Context: an optimization exercise on an open-source flow, tuned for small area, a short achievable clock period and few clock cycles per item. The choices shown serve that exercise and are no tape-out recipe. At most, simulation tests tie the RTL to the original design; equivalence was not proved.

==> inputs of run K <==
==> flow/design.v <==
module crc16_stream (
    input  wire        clk,
    input  wire        rst,
    input  wire [15:0] cfg_poly,
    input  wire [15:0] cfg_init,
    input  wire [15:0] cfg_xorout,
    input  wire        cfg_refin,
    input  wire        cfg_refout,
    input  wire        in_valid,
    output wire        in_ready,
    input  wire [63:0] in_data,
    input  wire [3:0]  in_bytes,
    input  wire        in_last,
    output wire        out_valid,
    input  wire        out_ready,
    output reg  [15:0] out_crc
);
    localparam integer G = 4;           
    integer i, j, k;
    reg        rdy_q, rdy_x;   
    reg        ov_q, ov_x;     
    reg        v_q;            
    reg        h_q;            
    reg        pend;           
    reg [31:0] lo_q;           
    reg [31:0] hi_q;           
    reg [3:0]  n_q;            
    reg        last_q;         
    reg [15:0] poly_q;
    reg        refin_q;
    reg [15:0] crc;
    assign in_ready  = !rdy_x;
    assign out_valid = !ov_x;
    wire take_in = in_valid && rdy_q;
    reg [15:0] xv [0:G-1];
    always @* begin
        xv[0] = poly_q;
        for (k = 1; k < G; k = k + 1)
            xv[k] = {xv[k-1][14:0], 1'b0} ^ (xv[k-1][15] ? poly_q : 16'h0000);
    end
    reg [31:0] dl;
    always @* begin
        for (j = 0; j < 4; j = j + 1)
            for (k = 0; k < 8; k = k + 1)
                dl[8*j+k] = refin_q ? lo_q[8*j+7-k] : lo_q[8*j+k];
    end
    reg [15:0] r, s;
    reg [15:0] rb [0:4];
    integer g;
    always @* begin
        r = crc;
        rb[0] = r;
        for (j = 0; j < 4; j = j + 1) begin
            r = r ^ {dl[8*j +: 8], 8'h00};
            for (g = 0; g < 8 / G; g = g + 1) begin
                s = r << G;
                for (k = 0; k < G; k = k + 1)
                    s = s ^ (r[16-G+k] ? xv[k] : 16'h0000);
                r = s;
            end
            rb[j+1] = r;
        end
    end
    wire       big  = n_q[3] || (n_q[2] && |n_q[1:0]);      
    wire [2:0] nb   = pend ? 3'd0 : h_q ? {n_q[3], n_q[1:0]} : big ? 3'd4 : n_q[2:0];
    wire [15:0] nxt = nb[2] ? rb[4] : rb[nb[1:0]];
    reg [15:0] fin;
    always @* begin
        for (k = 0; k < 16; k = k + 1)
            fin[k] = cfg_refout ? nxt[15-k] : nxt[k];
        fin = fin ^ cfg_xorout;
    end
    wire fin_half = h_q || !big;
    wire a_free   = !ov_q;                             
    wire res      = pend || (v_q && fin_half && last_q);   
    wire put      = res && a_free;                          
    always @(posedge clk) begin
        poly_q  <= cfg_poly;
        refin_q <= cfg_refin;
        hi_q <= in_data[63:32];
        if (rdy_q) n_q <= in_bytes;
        lo_q <= rdy_q ? in_data[31:0] : hi_q;
        if (put) out_crc <= fin;
        if (put || (!v_q && !pend && last_q)) crc <= cfg_init;
        else if (v_q) crc <= nxt;
    end
    wire v_n    = take_in || (v_q && !fin_half);
    wire h_n    = !take_in && v_q && !fin_half;
    wire last_n = take_in ? in_last : last_q;
    wire pend_n = res && !a_free;
    wire ov_n   = put || (ov_q && !out_ready);
    wire big_in = in_bytes[3] || (in_bytes[2] && |in_bytes[1:0]);
    wire rdy_n  = !pend_n && (!v_n || (take_in ? !big_in && !(in_last && ov_n) : !(last_q && ov_n)));
    always @(posedge clk) begin
        if (rst) begin
            v_q <= 1'b0;
            h_q <= 1'b0;
            pend <= 1'b0;
            last_q <= 1'b1;
            ov_q <= 1'b0;
            ov_x <= 1'b1;
            rdy_q <= 1'b1;
            rdy_x <= 1'b0;
        end else begin
            v_q <= v_n;
            h_q <= h_n;
            pend <= pend_n;
            last_q <= last_n;
            ov_q <= ov_n;
            ov_x <= !ov_n;
            rdy_q <= rdy_n;
            rdy_x <= !rdy_n;
        end
    end
endmodule
==> flow/run.sh <==
#!/bin/bash
# synth_recipe.tcl (not shown) runs the flow's synth.tcl, then flattens the netlist and writes it again
# the make line also repeats each setting of config.mk as NAME=value (left out here)
make -C /OpenROAD-flow-scripts/flow DESIGN_CONFIG=/design/flow/config.mk WORK_HOME=/design/flow/orfs CLKGATE_MAP_FILE= SYNTH_SCRIPT=/design/flow/synth_recipe.tcl finish
==> flow/config.mk <==
export PLATFORM = sky130hd
export DESIGN_NAME = crc16_stream
export DESIGN_NICKNAME = crc16_stream
export VERILOG_FILES = /design/flow/design.v
export SDC_FILE = /design/flow/constraint.sdc
export NUM_CORES = 4
export LEC_CHECK = 0
export ABC_AREA = 1
export CAP_MARGIN = 20
export CORE_MARGIN = 2
export CORE_UTILIZATION = 65
export CTS_BUF_LIST = sky130_fd_sc_hd__clkbuf_8
export SETUP_SLACK_MARGIN = 5
export SLEW_MARGIN = 20
==> flow/constraint.sdc <==
create_clock -name core_clock -period 55.0 [get_ports {clk}]
set_input_delay 11.0000 -clock core_clock [delete_from_list [all_inputs] [get_ports {clk}]]
set_output_delay 11.0000 -clock core_clock [all_outputs]
set_load 0.01 [all_outputs]
==> inputs of run C, as changes to run K <==
==> flow/design.v (replaced) <==
module crc16_stream (
    input  wire        clk,
    input  wire        rst,
    input  wire [15:0] cfg_poly,
    input  wire [15:0] cfg_init,
    input  wire [15:0] cfg_xorout,
    input  wire        cfg_refin,
    input  wire        cfg_refout,
    input  wire        in_valid,
    output wire        in_ready,
    input  wire [63:0] in_data,
    input  wire [3:0]  in_bytes,
    input  wire        in_last,
    output reg         out_valid,
    input  wire        out_ready,
    output reg  [15:0] out_crc
);
    integer j, t;
    reg        rdy_q;       
    reg        v_q;         
    reg        h_q;         
    reg [63:0] d_q;         
    reg [3:0]  n_q;         
    reg        last_q;      
    reg [15:0] poly_q;      
    reg [15:0] crc;
    assign in_ready = rdy_q;
    wire take_in = in_valid && rdy_q;
    reg [63:0] d_in;
    always @* begin
        for (j = 0; j < 8; j = j + 1)
            for (t = 0; t < 8; t = t + 1)
                d_in[8*j+t] = cfg_refin ? in_data[8*j+7-t] : in_data[8*j+t];
    end
    wire [31:0] dh = h_q ? d_q[63:32] : d_q[31:0];
    wire [2:0]  nb = h_q ? {1'b0, n_q[1:0]} | {n_q[3], 2'b00} : (n_q[3] | n_q[2]) ? 3'd4 : {1'b0, n_q[1:0]};
    reg [15:0] r;
    reg [15:0] rb [0:4];
    always @* begin
        r = crc;
        rb[0] = r;
        for (j = 0; j < 4; j = j + 1) begin
            r = r ^ {dh[8*j +: 8], 8'h00};
            for (t = 0; t < 8; t = t + 1)
                r = r[15] ? ((r << 1) ^ poly_q) : (r << 1);
            rb[j+1] = r;
        end
    end
    wire [15:0] nxt = nb[2] ? rb[4] : rb[nb[1:0]];
    reg [15:0] fin;
    always @* begin
        for (t = 0; t < 16; t = t + 1)
            fin[t] = cfg_refout ? nxt[15-t] : nxt[t];
        fin = fin ^ cfg_xorout;
    end
    wire fin_half = h_q || !(n_q[3] || (n_q[2] && |n_q[1:0]));
    wire res      = v_q && fin_half && last_q;
    wire a_free   = !out_valid || out_ready;
    wire done     = v_q && fin_half && (!last_q || a_free);
    wire adv      = v_q && (!fin_half || a_free || !last_q);
    always @(posedge clk) begin
        poly_q <= cfg_poly;
        if (rdy_q) begin
            d_q <= d_in;
            n_q <= in_bytes;
        end
        if (res && a_free) out_crc <= fin;
        if (adv && !(fin_half && last_q)) crc <= nxt;
        else if (done || (!v_q && last_q)) crc <= cfg_init;
    end
    wire v_n    = take_in || (v_q && !done);
    wire h_n    = !take_in && (h_q || (v_q && adv));
    wire last_n = take_in ? in_last : last_q;
    wire ov_n   = res ? 1'b1 : (out_valid && !out_ready);
    wire fh_n   = take_in ? !(in_bytes[3] || (in_bytes[2] && |in_bytes[1:0])) : (h_n || fin_half);
    always @(posedge clk) begin
        if (rst) begin
            v_q <= 1'b0;
            h_q <= 1'b0;
            last_q <= 1'b1;
            out_valid <= 1'b0;
            rdy_q <= 1'b1;
        end else begin
            v_q <= v_n;
            h_q <= h_n;
            last_q <= last_n;
            out_valid <= ov_n;
            rdy_q <= !v_n || (fh_n && (!last_n || !ov_n));
        end
    end
endmodule
- CORE_UTILIZATION: 65 -> 40
- CTS_BUF_LIST: sky130_fd_sc_hd__clkbuf_8 -> not set
- SETUP_SLACK_MARGIN: 5 -> not set
==> inputs of run B, as changes to run K <==
--- a/flow/design.v
+++ b/flow/design.v
@@ -77,8 +77,10 @@
     always @(posedge clk) begin
         poly_q  <= cfg_poly;
         refin_q <= cfg_refin;
-        hi_q <= in_data[63:32];
-        if (rdy_q) n_q <= in_bytes;
+        if (rdy_q) begin
+            hi_q <= in_data[63:32];
+            n_q  <= in_bytes;
+        end
         lo_q <= rdy_q ? in_data[31:0] : hi_q;
         if (put) out_crc <= fin;
         if (put || (!v_q && !pend && last_q)) crc <= cfg_init;
==> flow/flow/run.sh (new file) <==
#!/bin/bash
# Own layout flow: the standard ORFS flow (standard.sh, with the standard
# synthesis script synth_recipe.tcl), changed in three ways:
#  - ABC maps the logic with flow/abc_area.script (an area-oriented &nf
#    mapping) in place of ORFS's abc_area.script; registers are untouched;
#  - ports are buffered with sky130_fd_sc_hd__buf_1;
#  - timing repair aims at a setup slack of SETUP_MARGIN ns at the design's
#    clock period, so that the layout's achieved period is short.
# Each step's full log is in orfs/logs/; make's own output is in flow.log.
set -euo pipefail
W=$(pwd)
SETUP_MARGIN=43
rm -rf "$W/scripts_abc"
cp -r "$FLOW_HOME/scripts" "$W/scripts_abc"
cp "$W/flow/abc_area.script" "$W/scripts_abc/abc_area.script"
export SCRIPTS_DIR="$W/scripts_abc"
bash "$W/standard.sh" finish \
    "BUFFER_PORTS_ARGS=-buffer_cell sky130_fd_sc_hd__buf_1" \
    "SETUP_SLACK_MARGIN=$SETUP_MARGIN" > "$W/flow.log" 2>&1
==> flow/flow/abc_area.script (new file) <==
strash
&get -n
&st
&dch
&nf -R 1000
&st
&dch
&nf -R 1000
&put
topo
stime -c
==> flow/standard.sh (new file) <==
#!/bin/bash
# synth_recipe.tcl (not shown) runs the flow's synth.tcl, then flattens the netlist and writes it again
# the make line also repeats each setting of config.mk as NAME=value (left out here)
make -C /OpenROAD-flow-scripts/flow DESIGN_CONFIG=/design/flow/config.mk WORK_HOME=/design/flow/orfs CLKGATE_MAP_FILE= SYNTH_SCRIPT=/design/flow/synth_recipe.tcl "${@:-finish}"
- SETUP_SLACK_MARGIN: 5 -> not set
removed: flow/run.sh
==> inputs of run Z, as changes to run K <==
--- a/flow/design.v
+++ b/flow/design.v
@@ -62,7 +62,7 @@
         end
     end
     wire       big  = n_q[3] || (n_q[2] && |n_q[1:0]);      
-    wire [2:0] nb   = pend ? 3'd0 : h_q ? {n_q[3], n_q[1:0]} : big ? 3'd4 : n_q[2:0];
+    wire [2:0] nb   = (pend || !v_q) ? 3'd0 : h_q ? {n_q[3], n_q[1:0]} : big ? 3'd4 : n_q[2:0];
     wire [15:0] nxt = nb[2] ? rb[4] : rb[nb[1:0]];
     reg [15:0] fin;
     always @* begin
@@ -81,8 +81,7 @@
         if (rdy_q) n_q <= in_bytes;
         lo_q <= rdy_q ? in_data[31:0] : hi_q;
         if (put) out_crc <= fin;
-        if (put || (!v_q && !pend && last_q)) crc <= cfg_init;
-        else if (v_q) crc <= nxt;
+        crc <= (put || (!v_q && !pend && last_q)) ? cfg_init : nxt;
     end
     wire v_n    = take_in || (v_q && !fin_half);
     wire h_n    = !take_in && v_q && !fin_half;
==> flow/flow/run.sh (new file) <==
#!/bin/bash
# Own layout flow: the standard ORFS flow (standard.sh, with the standard
# synthesis script synth_recipe.tcl), changed in three ways:
#  - ABC maps the logic with flow/abc_area.script (an area-oriented &nf
#    mapping) in place of ORFS's abc_area.script; registers are untouched;
#  - ports are buffered with sky130_fd_sc_hd__buf_1;
#  - timing repair aims at a setup slack of SETUP_MARGIN ns at the design's
#    clock period, so that the layout's achieved period is short.
# Each step's full log is in orfs/logs/; make's own output is in flow.log.
set -euo pipefail
W=$(pwd)
SETUP_MARGIN=43
rm -rf "$W/scripts_abc"
cp -r "$FLOW_HOME/scripts" "$W/scripts_abc"
cp "$W/flow/abc_area.script" "$W/scripts_abc/abc_area.script"
export SCRIPTS_DIR="$W/scripts_abc"
bash "$W/standard.sh" finish \
    "BUFFER_PORTS_ARGS=-buffer_cell sky130_fd_sc_hd__buf_1" \
    "SETUP_SLACK_MARGIN=$SETUP_MARGIN" > "$W/flow.log" 2>&1
==> flow/flow/abc_area.script (new file) <==
strash
&get -n
&st
&dch
&nf -R 1000
&st
&dch
&nf -R 1000
&put
topo
stime -c
==> flow/standard.sh (new file) <==
#!/bin/bash
# synth_recipe.tcl (not shown) runs the flow's synth.tcl, then flattens the netlist and writes it again
# the make line also repeats each setting of config.mk as NAME=value (left out here)
make -C /OpenROAD-flow-scripts/flow DESIGN_CONFIG=/design/flow/config.mk WORK_HOME=/design/flow/orfs CLKGATE_MAP_FILE= SYNTH_SCRIPT=/design/flow/synth_recipe.tcl "${@:-finish}"
- SETUP_SLACK_MARGIN: 5 -> not set
removed: flow/run.sh
==> impl_metrics.tcl <==
set metrics [dict create \
    status "timing/DRC/antenna clean" \
    hold_start "hi_q[6]$_DFFE_PP_" \
    grtUsageMet2 0.660 \
    required_ns 44.00 \
    wl_met2_microns 18400 \
    crit_buf_inv 1 \
    diodes 0 \
    top_regs "hi_q x32, lo_q x32" \
    ys_seq_area_frac 0.264 \
    dr_wl_met3_microns 4800 \
    core_region_area_sq_um 18100 \
    grt_pass1_vias 11200 \
    gp_congestion 0.952 \
    avgSynthCellArea_sq_um 8.17 \
    initial_core_util 0.666 \
    crit_cells 1 \
]
That was run B.
==> impl_metrics.tcl <==
set metrics [dict create \
    initial_core_util 0.407 \
    hold_start "v_q$_SDFF_PP0_" \
    required_ns 55.18 \
    start_kind "flip-flop" \
    grt_pass1_vias 14800 \
    core_region_area_sq_um 37800 \
    post_cts_buffers 0 \
    crit_buf_inv 3 \
    diodes 0 \
    grtUsageMet2 0.443 \
    crit_cells 92 \
    status "timing/DRC/antenna clean" \
    ys_seq_area_frac 0.223 \
    maxCapViolCount 0 \
    dr_wl_met3_microns 4500 \
    wl_met2_microns 24400 \
]
That was run C.
==> impl_metrics.tcl <==
set metrics [dict create \
    crit_buf_inv 1 \
    initial_core_util 0.665 \
    avgSynthCellArea_sq_um 7.81 \
    grtUsageMet2 0.695 \
    gp_congestion 1.02 \
    core_region_area_sq_um 17400 \
    diodes 1 \
    status "timing/DRC/antenna clean" \
]
That was run Z.
==> impl_metrics.tcl <==
set metrics [dict create \
    wl_met2_microns 32100 \
    dr_wl_met3_microns 16300 \
    gp_congestion 1.12 \
    top_regs "hi_q x32, lo_q x32" \
    hold_start "hi_q[12]$_DFF_P_" \
    grtUsageMet2 0.794 \
    crit_cells 58 \
    core_region_area_sq_um 27700 \
    regArea_sq_um 2870 \
    grt_pass1_vias 22500 \
    status "timing/DRC/antenna clean" \
    initial_core_util 0.659 \
    required_ns 55.25 \
    layout-drive-gt1-share 0.0691 \
    crit_buf_inv 10 \
    diodes 3 \
]
That was run K.
Testbench counts of run K, summed over its fixed seeds: cycles 42,459, bytes 164,741.
Testbench counts of run B, summed over its fixed seeds: cycles 42,459, bytes 164,741.
Testbench counts of run Z, summed over its fixed seeds: cycles 42,459, bytes 164,741.
The RTL of run C was laid out without a check of its function.

[afterwards: timing with drivers on the ports]
The flow's constraints put no driver on any port. The routed layouts listed below were extracted and timed again, unchanged, in two steps. Step 1 assumes that a clkbuf_16 drives the clock port and a buf_2 every other input. Step 2, shift: input delay + t, output delay - t, t = (earliest + latest rising clock arrival at the registers) / 2. This alone moves slack from input paths to output paths. Three values: no drivers, after step 1, after step 2; two values: the first two.
run | t (ns) | setup WS [ns] | worst setup path at the end | clock arrival spread, ns | slew at the worst register clock pin (ns)
run K | 0.534 | 41.299 / 41.299 / 41.299 | register to register | 0.023 / 0.023 | 0.09 / 0.09
run C | 0.469 | 39.201 / 39.202 / 39.202 | register to register | 0.015 / 0.015 | 0.06 / 0.06
run B | 0.495 | 43.000 / 42.959 / 42.943 | input to register | 0.022 / 0.023 | 0.09 / 0.09
run Z | 0.513 | 42.986 / 42.946 / 42.826 | input to register | 0.020 / 0.020 | 0.09 / 0.09
After both steps every run listed still meets setup and hold. For run Z, which loses most, drivers alone change the setup slack by -0.040 ns; drivers and shift together by -0.160 ns.
